From an optimization exercise on the open Yosys and OpenROAD flow, aimed at small area, a short achievable clock period and few clock cycles; shortcuts taken in it are not production practice. No run shown here included a check of the RTL's function; only the layout flow was run. Power figures rest on the tool's default switching activity, not on a simulated workload.

`flow/design.v`:
```
module zc_demod (
    input  wire        clk,
    input  wire        rst,
    input  wire        cmd_valid,
    input  wire [31:0] cmd_data,
    output wire        cmd_ready,
    output reg         out_valid,
    output reg  [31:0] out_data,
    output wire [8:0]  status,
    output wire [63:0] sample_count
);
    localparam [16:0] LAST_IDX = 17'd99999;    
    localparam [1:0] FSM_SEARCH = 2'd0, FSM_LOCKED = 2'd1, FSM_CAPT = 2'd2;
    localparam [1:0] S_IDLE = 2'd0, S_HDR = 2'd1, S_DATA = 2'd2, S_END = 2'd3;
    localparam [1:0] PH_START = 2'd0, PH_ALIGN = 2'd1, PH_RUN = 2'd2;
    function automatic [7:0] cat_id(input [2:0] e);
        case (e)
            3'd0: cat_id = 8'h21;  3'd1: cat_id = 8'h12;
            3'd2: cat_id = 8'h07;  3'd3: cat_id = 8'h33;
            3'd4: cat_id = 8'h44;  3'd5: cat_id = 8'h55;
            3'd6: cat_id = 8'h66;  default: cat_id = 8'h77;
        endcase
    endfunction
    function automatic [7:0] cat_flen(input [2:0] e);
        case (e)
            3'd0: cat_flen = 8'd204;  3'd1: cat_flen = 8'd24;
            3'd2: cat_flen = 8'd20;   3'd3: cat_flen = 8'd18;
            3'd4: cat_flen = 8'd40;   3'd5: cat_flen = 8'd64;
            3'd6: cat_flen = 8'd30;   default: cat_flen = 8'd50;
        endcase
    endfunction
    function automatic [7:0] cat_minl(input [2:0] e);
        case (e)
            3'd0: cat_minl = 8'd20;  3'd1: cat_minl = 8'd8;
            3'd2: cat_minl = 8'd3;   3'd3: cat_minl = 8'd4;
            3'd4: cat_minl = 8'd5;   3'd5: cat_minl = 8'd10;
            3'd6: cat_minl = 8'd2;   default: cat_minl = 8'd6;
        endcase
    endfunction
    function automatic cat_msb(input [2:0] e);
        case (e)
            3'd1, 3'd3, 3'd6, 3'd7: cat_msb = 1'b0;
            default:                cat_msb = 1'b1;
        endcase
    endfunction
    function automatic cat_coal_en(input [2:0] e);
        case (e)
            3'd0, 3'd2, 3'd3, 3'd4: cat_coal_en = 1'b1;
            default:                cat_coal_en = 1'b0;
        endcase
    endfunction
    function automatic [7:0] cat_coal(input [2:0] e);
        case (e)
            3'd0, 3'd4: cat_coal = 8'h10;
            default:    cat_coal = 8'h7E;
        endcase
    endfunction
    reg [1:0]  st;
    reg        rdy;              
    reg        ctrl_inv, ctrl_raw, ill, halt;
    reg [2:0]  cause;
    reg [1:0]  fsm;
    reg [16:0] idx;
    reg [1:0]  phase;
    reg        pol;
    reg [16:0] run_start;
    reg [46:0] hist0;
    reg [62:0] hist1;
    reg [38:0] hist2;
    reg [5:0]  fill0, fill1, fill2;    
    reg [6:0]  eff0, eff1, eff2;       
    reg        cv0, cv1, cv2;
    reg [2:0]  marks0;                 
    reg [2:0]  marks1;                 
    reg [1:0]  marks2;                 
    reg [2:0]  lk_e;
    reg [1:0]  lk_ch;
    reg        lk_inv;
    reg [7:0]  flen;
    reg        a_msb, a_cen, a_c7e;      
    reg        f_full;                   
    reg        f_gt0, f_gt1;             
    reg [7:0]  byte_sr;
    reg [2:0]  bit_cnt;
    reg        dle_pend;
    reg [16:0] fr_start;
    reg [16:0] fr_end1;          
    reg [31:0] ring [0:50];
    reg [5:0]  ptr;              
    reg [7:0]  pbyte;            
    reg        pend;
    reg [5:0]  pend_w;           
    reg [1:0]  pend_l;           
    reg [2:0]  widx;
    reg [5:0]  wj;
    reg [5:0]  lastw;            
    reg        post_lock;
    reg [2:0]  post_e;
    reg [1:0]  post_ch;
    reg        post_inv;
    integer i;
    assign cmd_ready    = rdy;
    assign status       = {ctrl_raw, ctrl_inv, ill, cause, halt, fsm};
    assign sample_count = {47'd0, idx};
    wire ev_reset, ev_ill, ev_pe, ev_start, ev_align, ev_run, ev_smp;
    wire ev_inv, ev_raw, ev_eos, ev_iof, s_pol;
    zc_dec u_dec (
        .cmd_valid(cmd_valid), .cmd_data(cmd_data), .rdy(rdy), .halt(halt),
        .ctrl_inv(ctrl_inv), .phase(phase), .pol(pol),
        .ev_reset(ev_reset), .ev_ill(ev_ill), .ev_pe(ev_pe), .ev_start(ev_start),
        .ev_align(ev_align), .ev_run(ev_run), .ev_smp(ev_smp), .ev_inv(ev_inv),
        .ev_raw(ev_raw), .ev_eos(ev_eos), .ev_iof(ev_iof), .s_pol(s_pol)
    );
    wire hold0, bit0, mk0, hold1, bit1, mk1, hold2, bit2, mk2;
    wire b0, b1, b2;
    wire any_lock, g_inv, cap, emit;
    wire [2:0] g_e;
    wire [1:0] g_ch;
    wire [7:0] sr_new;
    wire byte_done, byte_drop, coal_hit;
    zc_pp u_pp (
        .eff0(eff0), .eff1(eff1), .eff2(eff2), .cv0(cv0), .cv1(cv1), .cv2(cv2),
        .hist0(hist0), .hist1(hist1), .hist2(hist2),
        .fill0(fill0), .fill1(fill1), .fill2(fill2),
        .marks0(marks0), .marks1(marks1), .marks2(marks2),
        .fsm(fsm), .lk_ch(lk_ch), .lk_inv(lk_inv),
        .a_msb(a_msb), .a_cen(a_cen), .a_c7e(a_c7e), .f_full(f_full), .f_gt0(f_gt0), .f_gt1(f_gt1),
        .byte_sr(byte_sr), .bit_cnt(bit_cnt), .dle_pend(dle_pend),
        .hold0(hold0), .bit0(bit0), .mk0(mk0), .hold1(hold1), .bit1(bit1), .mk1(mk1),
        .hold2(hold2), .bit2(bit2), .mk2(mk2), .b0(b0), .b1(b1), .b2(b2),
        .any_lock(any_lock), .g_e(g_e), .g_ch(g_ch), .g_inv(g_inv), .cap(cap), .emit(emit),
        .sr_new(sr_new), .byte_done(byte_done), .byte_drop(byte_drop), .coal_hit(coal_hit)
    );
    wire [16:0] idx_inc;
    wire        at_last;
    wire [6:0]  eff0_run, eff1_run, eff2_run, eff0_pe, eff1_pe, eff2_pe;
    wire [5:0]  fill0_nx, fill1_nx, fill2_nx;
    wire [2:0]  marks0_nx, marks1_nx;
    wire [1:0]  marks2_nx;
    wire [7:0]  flen_inc;
    wire        f_full_nx, f_gt1_nx;
    wire [2:0]  bit_cnt_inc;
    zc_nx u_nx (
        .idx(idx), .eff0(eff0), .eff1(eff1), .eff2(eff2),
        .hold0(hold0), .hold1(hold1), .hold2(hold2),
        .fill0(fill0), .fill1(fill1), .fill2(fill2),
        .marks0(marks0), .marks1(marks1), .marks2(marks2),
        .flen(flen), .lk_e(lk_e), .bit_cnt(bit_cnt),
        .idx_inc(idx_inc), .at_last(at_last),
        .eff0_run(eff0_run), .eff1_run(eff1_run), .eff2_run(eff2_run),
        .eff0_pe(eff0_pe), .eff1_pe(eff1_pe), .eff2_pe(eff2_pe),
        .fill0_nx(fill0_nx), .fill1_nx(fill1_nx), .fill2_nx(fill2_nx),
        .marks0_nx(marks0_nx), .marks1_nx(marks1_nx), .marks2_nx(marks2_nx),
        .flen_inc(flen_inc), .f_full_nx(f_full_nx), .f_gt1_nx(f_gt1_nx),
        .bit_cnt_inc(bit_cnt_inc)
    );
    wire [7:0]  proto  = lk_inv ? (8'd0 - cat_id(lk_e)) : cat_id(lk_e);
    wire [5:0]  nfull  = flen[7:2];
    wire [5:0]  nwd    = nfull + {5'd0, flen[1:0] != 2'd0};
    wire        ring_wr = pend && (ptr == pend_w);
    wire [31:0] ring_in;
    assign ring_in[7:0]   = (ring_wr && pend_l == 2'd0) ? pbyte : ring[0][7:0];
    assign ring_in[15:8]  = (ring_wr && pend_l == 2'd1) ? pbyte : ring[0][15:8];
    assign ring_in[23:16] = (ring_wr && pend_l == 2'd2) ? pbyte : ring[0][23:16];
    assign ring_in[31:24] = (ring_wr && pend_l == 2'd3) ? pbyte : ring[0][31:24];
    wire        wpart  = (wj == nfull);
    wire [31:0] ring_rd = {wpart                           ? 8'd0 : ring_in[31:24],
                           (wpart && flen[1:0] != 2'd3)    ? 8'd0 : ring_in[23:16],
                           (wpart && !flen[1])             ? 8'd0 : ring_in[15:8],
                           ring_in[7:0]};
    wire [16:0] fr_end = fr_end1 - 17'd1;
    reg [31:0] hdr_word;
    always @* begin
        case (widx)
            3'd0:    hdr_word = {4'h8, 3'b000, ctrl_raw, proto, 8'h00, flen};
            3'd1:    hdr_word = {15'd0, fr_start};
            3'd3:    hdr_word = {15'd0, fr_end};
            default: hdr_word = 32'd0;
        endcase
    end
    wire data_last = (ptr == wj) && (wj == lastw);
    always @(posedge clk) begin
        for (i = 0; i < 50; i = i + 1)
            ring[i] <= ring[i + 1];
        ring[50] <= ring_in;
    end
    task clear_frame;
        begin
            flen     <= 8'd0;
            f_full   <= 1'b0;
            f_gt0    <= 1'b0;
            f_gt1    <= 1'b0;
            bit_cnt  <= 3'd0;
            dle_pend <= 1'b0;
            pend     <= 1'b0;
        end
    endtask
    task do_capture;
        begin
            fr_end1 <= idx;
            fsm     <= FSM_CAPT;
            byte_sr <= sr_new;
            bit_cnt <= bit_cnt_inc;
            if (byte_done) begin
                if (byte_drop) begin
                    dle_pend <= 1'b0;
                end else begin
                    pbyte  <= sr_new;
                    pend   <= 1'b1;
                    pend_w <= flen[7:2];
                    pend_l <= flen[1:0];
                    flen     <= flen_inc;
                    f_full   <= f_full_nx;
                    f_gt0    <= f_gt1;
                    f_gt1    <= f_gt1_nx;
                    dle_pend <= coal_hit;
                end
            end
        end
    endtask
    task do_lock(input [2:0] e, input [1:0] k, input inv);
        begin
            clear_frame;
            lk_e     <= e;
            a_msb    <= cat_msb(e);
            a_cen    <= cat_coal_en(e);
            a_c7e    <= (cat_coal(e) == 8'h7E);
            lk_ch    <= k;
            lk_inv   <= inv;
            fsm      <= FSM_LOCKED;
            fr_start <= run_start;
            fr_end1  <= idx;
        end
    endtask
    task do_halt(input [2:0] why);
        begin
            clear_frame;
            fsm       <= FSM_SEARCH;
            phase     <= PH_START;
            cv0       <= 1'b0;
            cv1       <= 1'b0;
            cv2       <= 1'b0;
            halt      <= 1'b1;
            cause     <= why;
            out_valid <= 1'b1;
        end
    endtask
    task reset_all;
        begin
            clear_frame;
            st       <= S_IDLE;
            rdy      <= 1'b1;
            ctrl_inv <= 1'b0;
            ctrl_raw <= 1'b0;
            ill      <= 1'b0;
            halt     <= 1'b0;
            cause    <= 3'd0;
            fsm      <= FSM_SEARCH;
            idx      <= 17'd0;
            phase    <= PH_START;
            fill0    <= 6'd0;
            fill1    <= 6'd0;
            fill2    <= 6'd0;
            cv0      <= 1'b0;
            cv1      <= 1'b0;
            cv2      <= 1'b0;
            marks0   <= 3'd0;
            marks1   <= 3'd0;
            marks2   <= 2'd0;
            ptr      <= 6'd0;
        end
    endtask
    always @(posedge clk) begin
        out_valid <= 1'b0;
        case (st)
            S_IDLE:  out_data <= {4'h9, 26'd0, cmd_data[30] ? {cmd_data[28], 1'b1} : 2'b10};
            S_HDR:   out_data <= hdr_word;
            S_DATA:  out_data <= ring_rd;
            default: out_data <= {4'h9, 25'd0, 3'd2};
        endcase
        ptr       <= (ptr == 6'd50) ? 6'd0 : ptr + 6'd1;
        if (ring_wr) pend <= 1'b0;
        if (rst || ev_reset) begin
            reset_all;
        end else begin
            case (st)
            S_IDLE: begin
                if (ev_ill) ill <= 1'b1;
                if (ev_inv) ctrl_inv <= cmd_data[0];
                if (ev_raw) ctrl_raw <= cmd_data[0];
                if (ev_eos) do_halt(3'd1);
                if (ev_iof) do_halt(3'd3);
                if (ev_start) phase <= PH_ALIGN;
                if (ev_start || ev_smp || ev_pe) pol <= s_pol;
                if (ev_align) begin
                    phase     <= PH_RUN;
                    eff0      <= 7'd1;
                    eff1      <= 7'd1;
                    eff2      <= 7'd1;
                    run_start <= idx;
                end
                if (ev_run) begin
                    eff0 <= eff0_run;
                    eff1 <= eff1_run;
                    eff2 <= eff2_run;
                end
                if (ev_smp) begin
                    idx <= idx_inc;
                    if (at_last) do_halt(3'd2);
                end
                if (ev_pe) begin
                    cv0  <= hold0;
                    eff0 <= eff0_pe;
                    if (bit0) begin
                        marks0 <= 3'd0;
                        hist0  <= {hist0[45:0], b0};
                        fill0 <= fill0_nx;
                    end
                    if (mk0) marks0 <= marks0_nx;
                    cv1  <= hold1;
                    eff1 <= eff1_pe;
                    if (bit1) begin
                        marks1 <= 3'd0;
                        hist1  <= {hist1[61:0], b1};
                        fill1 <= fill1_nx;
                    end
                    if (mk1) marks1 <= marks1_nx;
                    cv2  <= hold2;
                    eff2 <= eff2_pe;
                    if (bit2) begin
                        marks2 <= 2'd0;
                        hist2  <= {hist2[37:0], b2};
                        fill2 <= fill2_nx;
                    end
                    if (mk2) marks2 <= marks2_nx;
                    if (emit) begin
                        if (cap) do_capture;
                        post_lock <= any_lock;
                        post_e    <= g_e;
                        post_ch   <= g_ch;
                        post_inv  <= g_inv;
                        widx      <= 3'd0;
                        st        <= S_HDR;
                        rdy       <= 1'b0;
                    end else begin
                        idx       <= idx_inc;
                        run_start <= idx;
                        if (any_lock)  do_lock(g_e, g_ch, g_inv);
                        else if (cap)  do_capture;
                        if (at_last) do_halt(3'd2);
                    end
                end
            end
            S_HDR: begin
                out_valid <= 1'b1;
                lastw     <= nwd - 6'd1;
                widx      <= widx + 3'd1;
                wj        <= 6'd0;
                if (widx == 3'd4) st <= S_DATA;
            end
            S_DATA: begin
                if (ptr == wj) begin
                    out_valid <= 1'b1;
                    wj        <= wj + 6'd1;
                end
                if (data_last) begin
                    idx       <= idx_inc;
                    run_start <= idx;
                    if (post_lock) begin
                        do_lock(post_e, post_ch, post_inv);
                    end else begin
                        clear_frame;
                        fsm <= FSM_SEARCH;
                    end
                    st  <= at_last ? S_END : S_IDLE;
                    rdy <= !at_last;
                end
            end
            default: begin  
                do_halt(3'd2);
                st  <= S_IDLE;
                rdy <= 1'b1;
            end
            endcase
        end
    end
endmodule
module zc_dec (
    input  wire        cmd_valid,
    input  wire [31:0] cmd_data,
    input  wire        rdy,
    input  wire        halt,
    input  wire        ctrl_inv,
    input  wire [1:0]  phase,
    input  wire        pol,
    output wire        ev_reset,     
    output wire        ev_ill,       
    output wire        ev_pe,        
    output wire        ev_start,     
    output wire        ev_align,     
    output wire        ev_run,       
    output wire        ev_smp,       
    output wire        ev_inv,
    output wire        ev_raw,
    output wire        ev_eos,
    output wire        ev_iof,
    output wire        s_pol
);
    localparam [1:0] PH_START = 2'd0, PH_ALIGN = 2'd1, PH_RUN = 2'd2;
    wire c_nop    = (cmd_data == 32'h0000_0000);
    wire c_sample = (cmd_data[31:16] == 16'h1000);
    wire c_setinv = (cmd_data[31:1] == 31'h1000_0000);
    wire c_setraw = (cmd_data[31:1] == 31'h1800_0000);
    wire c_eos    = (cmd_data == 32'h4000_0000);
    wire c_iofail = (cmd_data == 32'h5000_0000);
    wire c_reset  = (cmd_data == 32'hF000_0000);
    wire c_ill    = !(c_nop | c_sample | c_setinv | c_setraw | c_eos | c_iofail | c_reset);
    wire accept = cmd_valid && rdy;
    wire run    = accept && !halt;
    wire s_zero = (cmd_data[15:0] == 16'd0);
    assign s_pol = ctrl_inv ? (cmd_data[15] | s_zero) : !cmd_data[15];
    wire pe_if1    = (phase == PH_RUN) && !pol;
    wire pe_if0    = (phase == PH_RUN) && pol;
    wire pulse_end = s_pol ? pe_if1 : pe_if0;
    assign ev_reset = accept && c_reset;
    assign ev_ill   = accept && c_ill;
    assign ev_pe    = run && c_sample && pulse_end;
    assign ev_smp   = run && c_sample && !pulse_end;
    assign ev_start = run && c_sample && (phase == PH_START);
    assign ev_align = run && c_sample && (phase == PH_ALIGN) && !pol && s_pol;
    assign ev_run   = run && c_sample && (phase == PH_RUN) && !pulse_end;
    assign ev_inv   = run && c_setinv;
    assign ev_raw   = run && c_setraw;
    assign ev_eos   = run && c_eos;
    assign ev_iof   = run && c_iofail;
endmodule
module zc_pp (
    input  wire [6:0]  eff0, eff1, eff2,
    input  wire        cv0, cv1, cv2,
    input  wire [46:0] hist0,
    input  wire [62:0] hist1,
    input  wire [38:0] hist2,
    input  wire [5:0]  fill0, fill1, fill2,
    input  wire [2:0]  marks0,
    input  wire [2:0]  marks1,
    input  wire [1:0]  marks2,
    input  wire [1:0]  fsm,
    input  wire        a_msb, a_cen, a_c7e,
    input  wire        f_full, f_gt0, f_gt1,
    input  wire [1:0]  lk_ch,
    input  wire        lk_inv,
    input  wire [7:0]  byte_sr,
    input  wire [2:0]  bit_cnt,
    input  wire        dle_pend,
    output wire        hold0, bit0, mk0, hold1, bit1, mk1, hold2, bit2, mk2,
    output wire        b0, b1, b2,
    output wire        any_lock,
    output wire [2:0]  g_e,
    output wire [1:0]  g_ch,
    output wire        g_inv,
    output wire        cap,
    output wire        emit,
    output wire [7:0]  sr_new,
    output wire        byte_done,
    output wire        byte_drop,
    output wire        coal_hit
);
    localparam [1:0] FSM_SEARCH = 2'd0, FSM_LOCKED = 2'd1, FSM_CAPT = 2'd2;
    localparam [47:0] PAT0 = 48'h6969_6969_6910;
    localparam [63:0] PAT1 = 64'hA5F0_3C96_E14B_7D28;
    localparam [31:0] PAT3 = 32'hB34F_0A5C;
    localparam [39:0] PAT5 = 40'hE8_1D4B_2796;
    localparam [39:0] PAT6 = 40'h17_E2B4_D869;
    assign hold0 = (eff0 <= 7'd7);
    assign bit0  = (eff0 >= 7'd8)  && (eff0 <= 7'd12);
    assign mk0   = (eff0 >= 7'd18) && (eff0 <= 7'd22);
    assign hold1 = (eff1 <= 7'd14);
    assign bit1  = (eff1 >= 7'd15) && (eff1 <= 7'd24);
    assign mk1   = (eff1 >= 7'd35) && (eff1 <= 7'd44);
    assign hold2 = (eff2 <= 7'd29);
    assign bit2  = (eff2 >= 7'd30) && (eff2 <= 7'd49);
    assign mk2   = (eff2 >= 7'd70) && (eff2 <= 7'd89);
    assign b0 = !cv0;
    assign b1 = !cv1;
    assign b2 = !cv2;
    wire f0_48 = (fill0 >= 6'd47);
    wire f0_32 = (fill0 >= 6'd31);
    wire f1_64 = (fill1 >= 6'd63);
    wire f2_40 = (fill2 >= 6'd39);
    wire a0n = f0_48 && (hist0[46:0] ==  PAT0[47:1]);
    wire a0i = f0_48 && (hist0[46:0] == ~PAT0[47:1]);
    wire a3n = f0_32 && (hist0[30:0] ==  PAT3[31:1]);
    wire a3i = f0_32 && (hist0[30:0] == ~PAT3[31:1]);
    wire a1n = f1_64 && (hist1[62:0] ==  PAT1[63:1]);
    wire a1i = f1_64 && (hist1[62:0] == ~PAT1[63:1]);
    wire a5n = f2_40 && (hist2[38:0] ==  PAT5[39:1]);
    wire a5i = f2_40 && (hist2[38:0] == ~PAT5[39:1]);
    wire a6n = f2_40 && (hist2[38:0] ==  PAT6[39:1]);
    wire a6i = f2_40 && (hist2[38:0] == ~PAT6[39:1]);
    wire       hit0  = b0 ? (a0i | a3i) : (a0n | a3n);
    wire [2:0] hte0  = b0 ? (a0i ? 3'd0 : 3'd3) : (a0n ? 3'd0 : 3'd3);
    wire       hit1  = b1 ? a1i : a1n;
    wire       hit2  = b2 ? (a6n | a5i) : (a5n | a6i);
    wire [2:0] hte2  = b2 ? (a6n ? 3'd6 : 3'd5) : (a5n ? 3'd5 : 3'd6);
    wire       hti2  = b2 ? !a6n : !a5n;
    wire mh0 = (marks0 == 3'd6);
    wire mh1 = (marks1 == 3'd4);
    wire mh2 = (marks2 == 2'd2);
    wire lock0 = (bit0 && hit0) || (mk0 && mh0);
    wire lock1 = (bit1 && hit1) || (mk1 && mh1);
    wire lock2 = (bit2 && hit2) || (mk2 && mh2);
    wire [2:0] le0 = bit0 ? hte0 : 3'd7;
    wire       li0 = bit0 && b0;
    wire [2:0] le1 = bit1 ? 3'd1 : 3'd4;
    wire       li1 = bit1 && b1;
    wire [2:0] le2 = bit2 ? hte2 : 3'd2;
    wire       li2 = bit2 && hti2;
    assign any_lock = lock0 | lock1 | lock2;
    assign     g_e   = lock2 ? le2 : lock1 ? le1 : le0;
    assign     g_ch  = lock2 ? 2'd2 : lock1 ? 2'd1 : 2'd0;
    assign       g_inv = lock2 ? li2 : lock1 ? li1 : li0;
    wire active = (fsm != FSM_SEARCH);
    wire cap0 = bit0 && !hit0;
    wire cap1 = bit1 && !hit1 && !lock0;
    wire cap2 = bit2 && !hit2 && !lock0 && !lock1;
    assign cap  = active && (lk_ch == 2'd0 ? cap0 : lk_ch == 2'd1 ? cap1 : cap2);
    wire       cb_raw   = (lk_ch == 2'd0) ? b0 : (lk_ch == 2'd1) ? b1 : b2;
    wire       cbit     = cb_raw ^ lk_inv;
    assign     sr_new   = a_msb ? {byte_sr[6:0], cbit} : {cbit, byte_sr[7:1]};
    assign       byte_done = (bit_cnt == 3'd7);
    assign       coal_hit = a_cen && (sr_new == (a_c7e ? 8'h7E : 8'h10));
    assign       byte_drop = coal_hit && dle_pend;
    wire       app      = byte_done && !byte_drop;
    wire       full_if  = f_full;
    wire       gt_min0  = f_gt0;
    wire       gt_min1  = f_gt1;
    wire cap_full = cap && app && full_if;
    wire lock_emit = any_lock &&
                     (cap ? (app ? gt_min1 : gt_min0) : (fsm == FSM_CAPT && gt_min0));
    assign emit = cap_full || lock_emit;
endmodule
module zc_nx (
    input  wire [16:0] idx,
    input  wire [6:0]  eff0, eff1, eff2,
    input  wire        hold0, hold1, hold2,
    input  wire [5:0]  fill0, fill1, fill2,
    input  wire [2:0]  marks0, marks1,
    input  wire [1:0]  marks2,
    input  wire [7:0]  flen,
    input  wire [2:0]  lk_e,
    input  wire [2:0]  bit_cnt,
    output wire [16:0] idx_inc,
    output wire        at_last,
    output wire [6:0]  eff0_run, eff1_run, eff2_run, eff0_pe, eff1_pe, eff2_pe,
    output wire [5:0]  fill0_nx, fill1_nx, fill2_nx,
    output wire [2:0]  marks0_nx, marks1_nx,
    output wire [1:0]  marks2_nx,
    output wire [7:0]  flen_inc,
    output wire        f_full_nx, f_gt1_nx,
    output wire [2:0]  bit_cnt_inc
);
    localparam [16:0] LAST_IDX = 17'd99999;    
    function automatic [7:0] cat_flen(input [2:0] e);
        case (e)
            3'd0: cat_flen = 8'd204;  3'd1: cat_flen = 8'd24;
            3'd2: cat_flen = 8'd20;   3'd3: cat_flen = 8'd18;
            3'd4: cat_flen = 8'd40;   3'd5: cat_flen = 8'd64;
            3'd6: cat_flen = 8'd30;   default: cat_flen = 8'd50;
        endcase
    endfunction
    function automatic [7:0] cat_minl(input [2:0] e);
        case (e)
            3'd0: cat_minl = 8'd20;  3'd1: cat_minl = 8'd8;
            3'd2: cat_minl = 8'd3;   3'd3: cat_minl = 8'd4;
            3'd4: cat_minl = 8'd5;   3'd5: cat_minl = 8'd10;
            3'd6: cat_minl = 8'd2;   default: cat_minl = 8'd6;
        endcase
    endfunction
    assign idx_inc  = idx + 17'd1;
    assign at_last  = (idx == LAST_IDX);
    assign eff0_run = (eff0 == 7'd127) ? eff0 : eff0 + 7'd1;
    assign eff1_run = (eff1 == 7'd127) ? eff1 : eff1 + 7'd1;
    assign eff2_run = (eff2 == 7'd127) ? eff2 : eff2 + 7'd1;
    assign eff0_pe  = hold0 ? eff0 + 7'd1 : 7'd1;
    assign eff1_pe  = hold1 ? eff1 + 7'd1 : 7'd1;
    assign eff2_pe  = hold2 ? eff2 + 7'd1 : 7'd1;
    assign fill0_nx = (fill0 == 6'd47) ? fill0 : fill0 + 6'd1;
    assign fill1_nx = (fill1 == 6'd63) ? fill1 : fill1 + 6'd1;
    assign fill2_nx = (fill2 == 6'd39) ? fill2 : fill2 + 6'd1;
    assign marks0_nx = (marks0 == 3'd7) ? marks0 : marks0 + 3'd1;
    assign marks1_nx = (marks1 == 3'd5) ? marks1 : marks1 + 3'd1;
    assign marks2_nx = (marks2 == 2'd3) ? marks2 : marks2 + 2'd1;
    assign flen_inc    = flen + 8'd1;
    assign f_full_nx   = (flen + 8'd2 == cat_flen(lk_e));
    assign f_gt1_nx    = (flen + 8'd1 >= cat_minl(lk_e));
    assign bit_cnt_inc = bit_cnt + 3'd1;
endmodule
```
`flow/flow/run.sh`:
```
#!/bin/bash
# Standard layout (standard synthesis, floorplan, place, CTS, route), with
# repair_timing asked for more setup slack than the clock period needs, so
# that it shortens the critical paths, and port buffers that it can size.
set -euo pipefail
bash standard.sh finish SETUP_SLACK_MARGIN=10 "BUFFER_PORTS_ARGS=-buffer_cell sky130_fd_sc_hd__buf_2" > make_finish.log 2>&1
```
`flow/standard.sh`:
```
#!/bin/bash
# synth_recipe.tcl (not shown) runs the flow's synth.tcl, then flattens the netlist and writes it again
# the make line also repeats each setting of config.mk as NAME=value (left out here)
make -C /OpenROAD-flow-scripts/flow DESIGN_CONFIG=/design/flow/config.mk WORK_HOME=/design/flow/orfs CLKGATE_MAP_FILE= SYNTH_SCRIPT=/design/flow/synth_recipe.tcl "${@:-finish}"
```
`flow/config.mk`:
```
export PLATFORM = sky130hd
export DESIGN_NAME = zc_demod
export DESIGN_NICKNAME = zc_demod
export VERILOG_FILES = /design/flow/design.v
export SDC_FILE = /design/flow/constraint.sdc
export NUM_CORES = 4
export LEC_CHECK = 0
export CAP_MARGIN = 20
export CORE_MARGIN = 2
export CORE_UTILIZATION = 40
export CTS_CLUSTER_DIAMETER = 70
export CTS_CLUSTER_SIZE = 24
export PLACE_DENSITY = 0.6
export SLEW_MARGIN = 20
export SYNTH_HIERARCHICAL = 1
```
`flow/constraint.sdc`:
```
create_clock -name core_clock -period 15.0 [get_ports {clk}]
set_input_delay 3.0000 -clock core_clock [delete_from_list [all_inputs] [get_ports {clk}]]
set_output_delay 3.0000 -clock core_clock [all_outputs]
set_load 0.01 [all_outputs]
```
==> flow_metrics.tcl, run 1 <==
set metrics [dict create \
    diodes 0 \
    hp-start "ring[35][27]$_DFF_P_" \
    vias 23656 \
    grt_start_max_net_pins 64 \
    wirelength_mm 79.42 \
    ys_ff_latch 2024 \
    status "finished clean" \
    yosysSeqAreaShare 0.8248 \
    fin_crit_sh 0.3334 \
    peakVddDrop_mv 0.09035 \
    final_util 0.4510 \
    end_kind "flop" \
    yosysUniqueCellTypes 100 \
    crit_slowest_cell "or3_4" \
    path_delay_family "simple AND/OR/NAND/NOR gates" \
    io_pins 142 \
    h-tree-depth 3 \
    place_area_um2 54890 \
    drt-pass1-iter-count 5 \
    io_buffers 94 \
    hold_end "ring[34][27]$_DFF_P_" \
    cp.required_ns 15.41 \
    reg2reg_depth 12 \
    root_buffer "clkbuf_16" \
    post-route-min-period_ns 5.002 \
    relSlewSlack 0.3493 \
    grt_overflow 0 \
    ys_warn_count 9 \
    track_usage 0.1152 \
    cp-startpoint "cmd_data[10]" \
    post_drt_wl_per_cell_um 14.83 \
    clockBufferDepth 3 \
    cap_violations 0 \
    setup_tns_ns 0 \
    synth.area.top_cells "dfxtp_1 (67%), edfxtp_1 (16%), mux2_2 (1.3%)" \
    fin_nets 3645 \
    min_path_type "flop to flop" \
    fin_area_um2 58540 \
    cts_sinks 2024 \
    timing.rr.end "fr_end1[11]$_DFFE_PP_" \
    cts-buffers-inserted 101 \
    nFillCells 11472 \
    p_leak_nw 21.74 \
    rsz0062_at_grt "yes" \
    synthArstFlopShare 0 \
    first_global_vias 22625 \
    cp_max_fo 6 \
    clock_latency_ns 0.72 \
    worst_slew_pin_slew_ns 0.9686 \
    power_mw 8.615 \
    cp-start-kind "primary input" \
    crit_type "primary input to flop" \
    crit_buf_inv 4 \
    ctsHoldBuffers 0 \
    final_cell_mix "dfxtp_1 (1747), edfxtp_1 (277), nand2_1 (163)" \
    instances_no_fill 5356 \
    yosys.area.top_type "dfxtp_1" \
    syn2layout_area_growth_pct 11.53 \
    setup_viol 0 \
    cts_tree "built" \
    clock_skew_ns 0.05992 \
    slowest_delay_ns 0.38 \
    synth_area_um2 52490 \
    final_max_slew_viol_count 0 \
    start_util 0.4043 \
    crit-reg2reg-launch "eff2[2]$_DFFE_PP_" \
    core_um2 129800 \
    dieArea_um2 134100 \
    die_w_um 366.3 \
    synth_ff_type "dfxtp_1" \
    crit_top_cell "buf_6" \
    die_h_um 366.3 \
    fmax_ghz 0.1999 \
    num_rows 132 \
    cp.arrival_ns 5.41 \
    drive_gt1_frac 0.1184 \
    multi_input_area_um2 8681 \
    dpl.hpwl_mm 48.29 \
    dp.cells 5176 \
    synth_edf_count 277 \
    syn_avg_cell_area_um2 15.44 \
    mostFrequentLayoutCell "dfxtp_1" \
    grt_pass1_wl_mm 125.5 \
    gp_congestion 0.7690 \
    first_iter_violations 1660 \
    hold_violations 0 \
    drc_errors 0 \
    clk_pin_slew_worst_paths_ns 0.09 \
    syn_inst 3399 \
    hold-path-cell-count 0 \
    via_per_inst 4.417 \
    cellPowerDensity_nw_per_um2 147.2 \
    synth_top_area_frac 0.6663 \
    ff_latch_area_um2 43290 \
    antenna_found_initial 3 \
    path_cells "buf_2 -> nor4_4 -> nand4_2 -> o21ai_4 -> xor2_2 -> nor4b_4 -> buf_12 -> nor2b_4 -> or3_4 -> a221oi_4 -> buf_6 -> buf_6" \
    ff2ff_setup_slack_ns 10.51 \
    final_antenna_net_count 0 \
]
[Yosys cell counts (all sizes together), types with 8 or more instances]
cell type     n
a222oi        8
nand3        78
o21ai        53
ha           33
nor2b        30
xor2         65
a22oi        11
a21oi        70
nor3b        15
and2         21
mux2i        34
and3         19
nor4b        17
nand2b       23
or3           9
nand4        24
mux2         62
or2          18
dfxtp      1747
inv          59
clkbuf       53
edfxtp      277
a21o          9
a22o         27
nor4         38
a31oi         8
nand3b        9
o31a         12
nor2        100
nand2       168
and4         13
nor4bb       20
nand4b       10
xnor2        48
a32oi        10
nor3         38
buf          67
[registers in the layout, indices dropped and copies added (netlist names), 7 cells and up]
register,count
hist1,63
flen,8
byte_sr,8
eff0,7
pbyte,8
hist0,47
fr_start,17
fr_end1,17
eff1,7
eff2,7
out_data,32
hist2,39
ring,1632
idx,17
run_start,17
[layout make-up]
cell class / instances / share of cell area
flip-flops and latches: 2024 / 0.7395
inverters: 60 / 0.003847
multi-input cells: 1244 / 0.1483
clock inverters: 26 / 0.006839
clock buffers: 114 / 0.04527
repair buffers: 146 / 0.01904
well taps: 1742 / 0.03723
[metrics by stage]
step	setup slack, ns	hold WS, ns
after CTS	10.01	0.2995
after floorplan	9.070	0.3096
after global routing	9.930	0.3056
final	9.998	0.3056
after global placement	8.454	0.3098
after detailed placement	8.516	0.3121
[logic make-up (layout without fill, tap and decap cells)]
kind of cell | count (synthesis) | count (layout) | synth area share
AO/OA/AOI/OAI | 274 | 274 | 0.03642
other | 1 | 47 | 0.00007144
multiplexers | 96 | 96 | 0.01978
flip-flops | 2024 | 2024 | 0.8248
adder cells (fa/ha/maj) | 34 | 34 | 0.008081
XOR/XNOR | 113 | 113 | 0.01928
AND/OR/NAND/NOR | 677 | 680 | 0.07299
buffers and inverters | 180 | 346 | 0.01862
[worst max path at each step]
stage | slack (ns) | to | cells past startpoint
floorplan | 9.07 | hist1[0]$_DFFE_PP_ | 9
global route | 9.93 | lk_ch[1]$_DFFE_PP_ | 12
global placement | 8.45 | hist0[43]$_DFFE_PP_ | 10
detailed placement | 8.52 | fr_start[12]$_DFFE_PP_ | 11
finish | 10.0 | lk_ch[1]$_DFFE_PP_ | 12
CTS | 10.01 | lk_ch[1]$_DFFE_PP_ | 12
[power breakdown]
group | switching (mW) | total [mW] | internal, mW
registers | 0.0187 | 5.52 | 5.50
logic | 0.0872 | 0.136 | 0.0492
clock network | 1.65 | 2.96 | 1.30
total | 1.76 | 8.62 | 6.86
[modules after synthesis (local to each module, per instance)]
module	flops+latches	cell area (um^2)	times used	cells
zc_dec	0	301.5	1	40
zc_pp	0	1680	1	239
zc_demod	2024	48650	1	2851
zc_nx	0	1862	1	269
[layer usage]
layer  GRT usage  wire, um
met1      0.1781     42060
met2      0.1638     32280
met3     0.01945      3561
met4     0.03450      1506
met5           0         0
[repair_timing]
| action | 4_1_cts | 5_1_grt |
|---|---|---|
| pin swaps | 9 | 11 |
| gates cloned | 6 | 5 |
| buffers inserted | 21 | 8 |
| resized for setup | 25 | 17 |
| setup endpoints to repair | 264 | 217 |
==> inputs of run 2 (changes only) <==
--- a/flow/config.mk
+++ b/flow/config.mk
@@ -5,6 +5,7 @@
 export SDC_FILE = /design/flow/constraint.sdc
 export NUM_CORES = 4
 export LEC_CHECK = 0
+export ABC_AREA = 1
 export CAP_MARGIN = 20
 export CORE_MARGIN = 2
 export CORE_UTILIZATION = 40
==> run 2 against run 1 <==
Against the previous run:
- largest power group unchanged
- maximum frequency up 2.2%
- critical endpoint is now run_start[15]$_DFFE_PP_
- wire length grew 7.2%
- first-iteration DRC count increased by 13%
- die area up 3.2%
- still clean on timing, DRC and antenna
- synthesized area grew 3.3%
- cell area up 2.4%
- clock-buffer cell count is 1 lower
- critical path depth grew 5
- clock skew fell by 0.030 ns
- via count grew 15%
- total power rose by 0.70%
==> flow_metrics.tcl, run 2 <==
set metrics [dict create \
    worst_slew_pin_slew_ns 0.9245 \
    finalHoldWorstSlack_ns 0.3125 \
    cp-start-kind "primary input" \
    synth_ff_type "dfxtp_1" \
    wirelength_mm 85.10 \
    start_util 0.4017 \
    ys_warn_count 9 \
    ctsHoldBuffers 0 \
    synth_top_family_by_area "simple AND/OR/NAND/NOR gates" \
    dieArea_um2 138500 \
    yosys.area_share.simple 0.1075 \
    yosys.area.top_type "dfxtp_1" \
    final_max_slew_viol_count 0 \
    synth_top_area_frac 0.6452 \
    antenna_found_initial 2 \
    final_util 0.4440 \
    largest_register_ffs 1632 \
    yosysUniqueCellTypes 63 \
    synth.most_common_cell "dfxtp_1" \
    syn_avg_cell_area_um2 12.62 \
    synth_edf_count 277 \
    diodes 0 \
    first_global_vias 25602 \
    clock_latency_ns 0.71 \
    first_iter_violations 1879 \
    drt-pass1-iter-count 7 \
    final_cell_mix "dfxtp_1 (1747), nand2_1 (683), nor2_1 (318)" \
    die_w_um 372.1 \
    synthXorXnorAreaFrac 0.009694 \
    fmax_ghz 0.2043 \
    root_buffer "clkbuf_16" \
    clockBufferDepth 3 \
    track_usage 0.1220 \
    grt_overflow 0 \
    syn2layout_area_growth_pct 10.54 \
    cap_violations 0 \
    min_path_type "flop to flop" \
    mostFrequentLayoutCell "dfxtp_1" \
    final_antenna_net_count 0 \
    instances_no_fill 6269 \
    cp.required_ns 15.45 \
    dp.cells 6108 \
    io_pins 142 \
    status "finished clean" \
    vias 27293 \
    cts_tree "built" \
    fin_nets 4519 \
    peakVddDrop_mv 0.1025 \
    syn_inst 4295 \
    num_rows 135 \
    via_per_inst 4.354 \
    synthAdderAreaFrac 0.007617 \
    drive_gt1_frac 0.08289 \
    cellPowerDensity_nw_per_um2 144.8 \
    clock_skew_ns 0.03029 \
    power_mw 8.675 \
    p_leak_nw 23.60 \
    crit_type "primary input to flop" \
    crit_top_cell "nand2_2" \
    synthArstFlopShare 0 \
    setup_viol 0 \
    synth_common_cells "dfxtp_1 (1747), nand2_1 (690), nor2_1 (326), inv_1 (311), edfxtp_1 (277)" \
    synth_area_um2 54210 \
    synth.area.top_cells "dfxtp_1 (65%), edfxtp_1 (15%), nand2_1 (4.8%)" \
    grt_start_max_net_pins 64 \
    regMostFlops "ring" \
    post-route-min-period_ns 4.894 \
    clk_pin_slew_worst_paths_ns 0.08 \
    fin_crit_sh 0.3263 \
    h-tree-depth 3 \
    crit_slowest_cell "clkbuf_4" \
    rsz0062_at_grt "yes" \
    cts_sinks 2024 \
    end_kind "flop" \
    hold_violations 0 \
    reg_top3 "ring: 1632 flops, hist1: 63 flops, hist0: 47 flops" \
    slowest_delay_ns 0.24 \
    cp_max_fo 38 \
    relSlewSlack 0.3791 \
    grt_pass1_wl_mm 136.4 \
    core_um2 135000 \
    synth_compound_gate_area_share 0.03665 \
    io_buffers 94 \
    drc_errors 0 \
    post_drt_wl_per_cell_um 13.58 \
    yosysSeqAreaShare 0.7986 \
    cp.arrival_ns 5.34 \
    cts-buffers-inserted 104 \
    gp_congestion 0.8340 \
    synth.area.mux_share 0.003762 \
    dpl.hpwl_mm 53.96 \
    ys_ff_latch 2024 \
    path_cells "buf_2 -> nor2_1 -> nand2_1 -> nor2_2 -> nand2_2 -> nand2_2 -> nand2_2 -> nand2_2 -> nand3_2 -> nor2_2 -> buf_12 -> clkinvlp_4 -> buf_8 -> o211ai_1 -> buf_4 -> clkbuf_4 -> a21oi_1" \
    die_h_um 372.1 \
    setup_tns_ns 0 \
]
[run 2: changes by cell type in the layout (fill, tap and decap cells not counted), sizes merged, moves of 57 or more]
cell / change
mux2: -59
o21ai: +104
inv: +270
nand3: +85
nand2: +537
nor2: +247
a21oi: +57
[run 2: final timing paths]
path,from,end,slack (ns),cells past startpoint
setup / recovery,cmd_data[15],run_start[15]$_DFFE_PP_,10.11,17
hold / removal,ring[10][20]$_DFF_P_,ring[9][20]$_DFF_P_,0.31,0
setup reg to reg,eff1[0]$_DFFE_PP_,f_gt0$_SDFFE_PP0P_,10.36,17
hold reg to reg,ring[10][20]$_DFF_P_,ring[9][20]$_DFF_P_,0.31,0
[run 2: cell type report]
type                    count  area [um^2]
fillers                 12114        75040
flip-flops and latches   2024        43290
clock buffers             113         2689
inverters                 332         1270
clock inverters            30        404.1
well taps                1781         2228
repair buffers            120        729.5
multi-input cells        1868         9301
repair inverters            1        7.507
[run 2: per-layer routing]
metal,track usage,part of all wire
met5,0,0
met4,0.03815,0.027
met3,0.02180,0.042
met2,0.1774,0.42
met1,0.1835,0.52
[run 2: modules after synthesis, one instance, submodules excluded]
module / cells / copies in the design / flops+latches / area (um^2)
zc_demod: 3303 / 1 / 2024 / 49420
zc_nx: 357 / 1 / 0 / 1967
zc_pp: 552 / 1 / 0 / 2420
zc_dec: 83 / 1 / 0 / 399.1
[run 2: timing repair]
action | 4_1_cts | 5_1_grt
buffers inserted | 4 | 9
setup endpoints to repair | 255 | 297
cloned | 1 | 4
pin swaps | 3 | 4
resized for setup | 11 | 25
[run 2: cells by family (layout without fill, tap and decap cells)]
| group | Yosys count | after routing |
|---|---|---|
| buffers and inverters | 451 | 596 |
| adder cells (fa/ha/maj) | 33 | 33 |
| flip-flops | 2024 | 2024 |
| multiplexers | 20 | 20 |
| XOR/XNOR | 60 | 60 |
| other | 1 | 47 |
| AND/OR/NAND/NOR | 1356 | 1358 |
| AO/OA/AOI/OAI | 350 | 350 |
[run 2: per-stage QoR]
step | instance area [um^2] | worst slack [ns]
after floorplan | 54500 | 9.527
after global placement | 56570 | 8.902
after detailed placement | 56570 | 8.840
after CTS | 59740 | 9.931
after global routing | 59920 | 9.934
final | 59920 | 10.11
[run 2: critical path: cells and delay by family]
family	cells	cell delay (ns)
compound gates	2	0.30
buf+inv	6	1.14
simple gates	9	0.86
[run 2: where the power goes]
| part | internal, mW | switching (mW) |
|---|---|---|
| registers | 5.51 | 0.0182 |
| clock network | 1.33 | 1.66 |
| logic | 0.0439 | 0.119 |
==> inputs of run 3 (changes only) <==
==> flow/flow/run.sh (replaced) <==
#!/bin/bash
# Standard layout (standard synthesis, floorplan, place, CTS, route), with
# repair_timing asked for more setup slack than the clock period needs, so
# that it shortens the critical paths, and port buffers that it can size.
set -euo pipefail
bash standard.sh finish SETUP_SLACK_MARGIN=10.3 "BUFFER_PORTS_ARGS=-buffer_cell sky130_fd_sc_hd__buf_2" > make_finish.log 2>&1
--- a/flow/config.mk
+++ b/flow/config.mk
@@ -5,7 +5,6 @@
 export SDC_FILE = /design/flow/constraint.sdc
 export NUM_CORES = 4
 export LEC_CHECK = 0
-export ABC_AREA = 1
 export CAP_MARGIN = 20
 export CORE_MARGIN = 2
 export CORE_UTILIZATION = 40
==> run 3 against run 2 <==
Against the previous run:
- global-route usage shrank 0.34 points
- die area decreased by 3.1%
- worst setup slack worse by 0.062 ns
- clock skew rose by 0.010 ns
- utilization rose by 1.4 points
- sequential power about the same
- cell count down 14%
- clock power hardly changed
- sequential share of layout area rose by 0.58 points
- critical endpoint is now fr_start[11]$_DFFE_PP_
- highest routed layer unchanged
==> flow_metrics.tcl, run 3 <==
set metrics [dict create \
    h-tree-depth 3 \
    clock_latency_ns 0.72 \
    crit_buf_inv 4 \
    cp_max_fo 6 \
    dpl.hpwl_mm 48.16 \
    cp-start-kind "primary input" \
    synth_top_family_by_area "simple AND/OR/NAND/NOR gates" \
    track_usage 0.1185 \
    fin_nets 3690 \
    synth.area.top_cells "dfxtp_1 (67%), edfxtp_1 (16%), mux2_2 (1.3%)" \
    final_cell_mix "dfxtp_1 (1746), edfxtp_1 (277), nand2_1 (157)" \
    synth_area_um2 52490 \
    root_buffer "clkbuf_16" \
    cap_violations 0 \
    dieArea_um2 134100 \
    crit_top_cell "buf_12" \
    slowest_delay_ns 0.34 \
    fin_ws_ns 10.04 \
    io_pins 142 \
    antenna_found_initial 3 \
    first_global_vias 23149 \
    peakVddDrop_mv 0.09788 \
    grt_start_max_net_pins 43 \
    dp_slack_ns 8.120 \
    yosys.area_share.simple 0.07299 \
    reg_top3 "ring: 1632 flops, hist1: 63 flops, hist0: 47 flops" \
    mostFrequentLayoutCell "dfxtp_1" \
    die_h_um 366.3 \
    yosys.area.top_type "dfxtp_1" \
    drt-pass1-iter-count 5 \
    path_delay_family "simple AND/OR/NAND/NOR gates" \
    fin_crit_sh 0.3304 \
    crit_slowest_cell "or3_4" \
    die_w_um 366.3 \
    post_drt_wl_per_cell_um 14.93 \
    clk_pin_slew_worst_paths_ns 0.09 \
    synthAdderAreaFrac 0.008081 \
    crit_type "primary input to flop" \
    synth_edf_count 277 \
    ctsHoldBuffers 0 \
    syn2layout_area_growth_pct 13.25 \
    io_buffers 94 \
    syn_inst 3399 \
    worst_slew_pin_slew_ns 1.077 \
    cp.required_ns 15.43 \
    start_util 0.4043 \
    grt_pass1_wl_mm 128.5 \
    clockBufferDepth 3 \
    synth_ff_type "dfxtp_1" \
    finalHoldWorstSlack_ns 0.3116 \
    synth_top_area_frac 0.6663 \
    cts_sinks 2024 \
    drive_gt1_frac 0.1393 \
    via_per_inst 4.442 \
    synth.area.mux_share 0.01978 \
    core_um2 129800 \
    synth_common_cells "dfxtp_1 (1747), edfxtp_1 (277), nand2_1 (168), nor2_1 (98), nand3_1 (78)" \
    synthXorXnorAreaFrac 0.01928 \
    yosysSeqAreaShare 0.8248 \
    wirelength_mm 80.71 \
    relSlewSlack 0.2755 \
    regMostFlops "ring" \
    syn_avg_cell_area_um2 15.44 \
    ys_warn_count 9 \
    rsz0062_at_grt "yes" \
    gp_congestion 0.7686 \
    hold_violations 0 \
    ys_ff_latch 2024 \
    synth_compound_gate_area_share 0.03642 \
    cts-buffers-inserted 103 \
    place_area_um2 54890 \
    largest_register_ffs 1632 \
    dp.cells 5173 \
    num_rows 132 \
    first_iter_violations 1649 \
    status "finished clean" \
    post-route-min-period_ns 4.956 \
    power_mw 8.637 \
    p_leak_nw 22.08 \
    cellPowerDensity_nw_per_um2 145.3 \
    min_path_type "flop to flop" \
    clock_skew_ns 0.04059 \
    final_antenna_net_count 0 \
    cts_tree "built" \
    fmax_ghz 0.2018 \
    final_max_slew_viol_count 0 \
    vias 24006 \
    synthArstFlopShare 0 \
    end_kind "flop" \
    setup_tns_ns 0 \
    path_cells "buf_2 -> nor4_4 -> nand4_2 -> o21ai_4 -> xor2_2 -> nor4b_4 -> buf_12 -> nor2b_4 -> or3_4 -> a221oi_4 -> buf_12 -> clkbuf_16" \
    synth.most_common_cell "dfxtp_1" \
    instances_no_fill 5404 \
    cp.arrival_ns 5.39 \
    yosysUniqueCellTypes 100 \
    final_util 0.4579 \
    grt_overflow 0 \
    setup_viol 0 \
    drc_errors 0 \
    fin_area_um2 59450 \
]
==> run 3: cell types whose count changed after synthesis, sizes merged, moves of 59 or more <==
cell   delta
inv     -267
o21ai   -104
nor2    -248
mux2     +59
nand3    -85
nand2   -537
==> run 3: final cells by class <==
class	instances	area, um^2
antenna	1	2.502
inverter	60	225.2
clock inverter	31	410.4
sequential	2024	43290
timing repair buffer	188	1788
tap	1742	2180
clock buffer	113	2666
fill	11307	70370
multi-input combinational	1245	8881
==> run 3: routing by layer <==
layer,track usage,share of wire
met1,0.1790,0.52
met2,0.1670,0.41
met3,0.02462,0.049
met4,0.04171,0.030
met5,0,0
==> run 3: what timing repair did <==
action | CTS | global route
pin swaps | 19 | 24
resized for setup | 58 | 54
endpoints found under the setup margin | 376 | 394
cloned | 16 | 4
setup buffers | 47 | 19
==> run 3: modules after synthesis (local to each module, per instance) <==
module | flip-flops and latches | times used | cells
zc_pp | 0 | 1 | 239
zc_demod | 2024 | 1 | 2851
zc_dec | 0 | 1 | 40
zc_nx | 0 | 1 | 269
==> run 3: cells by family after synthesis <==
group           after synthesis
simple gates                677
buf+inv                     180
flops                      2024
mux                          96
xor+xnor                    113
compound gates              274
fa+ha+maj                    34
other cells                   1
==> run 3: path summary, 6_finish.rpt <==
check,endpoint,start,slack [ns],cells past startpoint
hold / removal,ring[41][2]$_DFF_P_,ring[42][2]$_DFF_P_,0.31,0
setup / recovery,fr_start[11]$_DFFE_PP_,cmd_data[10],10.04,12
hold reg to reg,ring[41][2]$_DFF_P_,ring[42][2]$_DFF_P_,0.31,0
setup reg to reg,pend_l[1]$_DFFE_PP_,eff2[1]$_DFFE_PP_,10.75,13
==> run 3: power by group <==
| part | switching (mW) | internal, mW | total [mW] |
|---|---|---|---|
| clock network | 1.65 | 1.32 | 2.97 |
| logic | 0.0896 | 0.0524 | 0.142 |
| registers | 0.0198 | 5.50 | 5.52 |

re-timing with driven ports:
Ports are ideal in the flow. The routed layouts listed here were re-timed in OpenROAD. Step 1 assumes that a clkbuf_16 drives the clock port and a buf_2 every other input. Step 2 also shifts input and output timing later by t, the mid clock arrival at the registers, as if the neighbouring blocks saw the same clock. a / b / c = no drivers / after step 1 / after step 2; a / b = the first two.
run	t (ns)	setup WS [ns]	worst setup path after step 2	worst slew at a driven data input, ns	cell pins on the clock port's net
run 1	0.760	9.998 / 10.036 / 9.276	input to register	0.04	1
run 2	0.757	10.106 / 10.155 / 9.398	input to register	0.03	1
run 3	0.776	10.044 / 10.094 / 9.317	input to register	0.05	1
After both steps every run listed still meets setup and hold. The setup slack of run 3, which loses most, moves by +0.050 ns with the drivers and by -0.727 ns with both steps.
